What follows belongs to an exercise in optimizing a design on an open flow for small area, a short achievable clock period and few clock cycles; a production flow would make more cautious choices. In this exercise RTL edits were held to simulation tests only and were not proved equivalent to the original. No activity file was given, so power comes from the tool's default toggle rates.

wip/juniper:
==> flow/design.v (excerpt) <==
module s88_scanner (
    input  wire        clk,
    input  wire        rst,           
    input  wire        cmd_valid,
    input  wire        cmd_enable,
    input  wire [7:0]  cmd_mc,
    output wire        cmd_ready,
    output reg         req_valid,
    output reg         req_start,
    output reg  [5:0]  req_want,
    input  wire        bat_valid,
    input  wire [31:0] bat_value,
    input  wire [5:0]  bat_n,
    output reg         ev_valid,
    output reg  [7:0]  ev_addr,
    output wire [1:0]  ev_state,
    input  wire        ev_ready
);
    reg [31:0] w0, w1, w2, w3;
    reg [1:0]  ph;
    reg [2:0]  hw_w;                
    reg [4:0]  hw_b;
    reg        enabled;
    reg [3:0]  mcm;                 
    reg [1:0]  pq;                  
    reg        vld;                 
    reg        fast;
    reg        f1;                  
    reg [31:0] v;
    reg [5:0]  nv;                  
    reg [4:0]  sh;                  
    reg [4:0]  k;                   
    reg        kfin;                
    reg        ev_st;               
    reg        e1_v;                
    reg [7:0]  e1_addr;
    reg        e1_st;
    integer j;
    assign ev_state  = {ev_st, ~ev_st};
    assign cmd_ready = !vld;
    wire [1:0] lastw = mcm[3:2];
  ...
Settings: LEC_CHECK=0, CAP_MARGIN=20, CORE_MARGIN=2, CORE_UTILIZATION=40, SLEW_MARGIN=20; clock period 10.0 ns.
standard.sh (not shown) runs the stock make flow with config.mk's settings and CLKGATE_MAP_FILE= SYNTH_SCRIPT=/design/flow/synth_recipe.tcl, a recipe that flattens the netlist after the stock synthesis.
==> flow/flow/run.sh <==
#!/bin/bash
bash standard.sh SETUP_SLACK_MARGIN=6.75 "BUFFER_PORTS_ARGS=-buffer_cell sky130_fd_sc_hd__buf_2" CTS_CLUSTER_SIZE=20 CTS_CLUSTER_DIAMETER=150 finish > standard.log 2>&1
Testbench counts of wip/juniper, summed over its fixed seeds: cycles 11,461.
Setup changes, wip/juniper to wip/willow
==> flow/flow/run.sh <==
#!/bin/bash
bash standard.sh SETUP_SLACK_MARGIN=6.75 "BUFFER_PORTS_ARGS=-buffer_cell sky130_fd_sc_hd__buf_1" CTS_CLUSTER_SIZE=20 CTS_CLUSTER_DIAMETER=150 MATCH_CELL_FOOTPRINT=0 finish > standard.log 2>&1
## What came out
Number of fill cells, wip/willow vs wip/juniper: down slightly. The lower met2 wire length of wip/willow and wip/juniper is in wip/juniper. | share of the clock period used by the worst path | lower: wip/willow |. Wire: wip/willow routes more than wip/juniper. Setup slack: wip/willow more than wip/juniper. Violation count after the first detailed-route iteration in wip/willow vs wip/juniper: up 248.
Changes in wip/nickel relative to wip/willow:
==> flow/flow/run.sh <==
#!/bin/bash
bash standard.sh SETUP_SLACK_MARGIN=6.5 "BUFFER_PORTS_ARGS=-buffer_cell sky130_fd_sc_hd__buf_2" CTS_CLUSTER_SIZE=20 CTS_CLUSTER_DIAMETER=150 finish > standard.log 2>&1
Findings:
- wip/willow ended up with more cell instances than wip/nickel did.
- As far as share of cell area taken by muxes after synthesis goes, wip/nickel and wip/willow are indistinguishable; the numbers are identical.
- Summary of wip/nickel over wip/willow: critical path depth rose 2; count of clock-buffer cells in the layout down 1.
The following lists how wip/violet was set up differently from wip/nickel:
==> flow/flow/run.sh <==
#!/bin/bash
bash standard.sh SETUP_SLACK_MARGIN=7 "BUFFER_PORTS_ARGS=-buffer_cell sky130_fd_sc_hd__buf_2"  finish > standard.log 2>&1
## What came out
wip/violet ended up with a lower shortest period the worst path allows than wip/nickel did.
NOTE maximum vdd ir drop wip/nickel->wip/violet decreased by a few percent
Taking wip/nickel as the reference, in wip/violet global routing usage on met1 now larger, highest fanout seen on the critical path now smaller.
NOTE: net switching share of the total power in wip/violet falls short of that of wip/nickel
Comparing the two runs side by side, wip/violet comes out ahead of wip/nickel on smallest hold slack.
Delta (wip/violet minus wip/nickel): detailed-route wire length shows an increase of about 6%; number of DRC violations after detailed-routing iteration 0 shows a reduction of 32.
Diff wip/violet and wip/nickel: data required time of the critical path lower in wip/violet

[re-timing with driven ports]
The results above use ideal ports. As a check the final layouts listed here were re-extracted and re-timed, cells and wires unchanged.
Step 1 assumes that a clkbuf_16 drives the clock port and a buf_2 every other input.
Step 2 times the ports against the registers' clock, not the clock port: input delays grow and output delays shrink by t, the midpoint of the rising clock arrivals with the driver on.
Three values: ideal, step 1, step 2; two values: the first two.
run	shift t [ns]	setup slack, ns	clock arrival spread, ns
wip/juniper	0.530	6.709 / 6.726 / 6.196	0.030 / 0.031
wip/willow	0.546	6.784 / 6.749 / 6.239	0.033 / 0.033
wip/nickel	0.536	6.579 / 6.607 / 6.071	0.031 / 0.032
wip/violet	0.569	6.848 / 6.872 / 6.304	0.015 / 0.015
After both steps setup and hold are still met in every run listed. The setup slack of wip/willow, which loses most, moves by -0.035 ns with the drivers and by -0.545 ns with both steps.
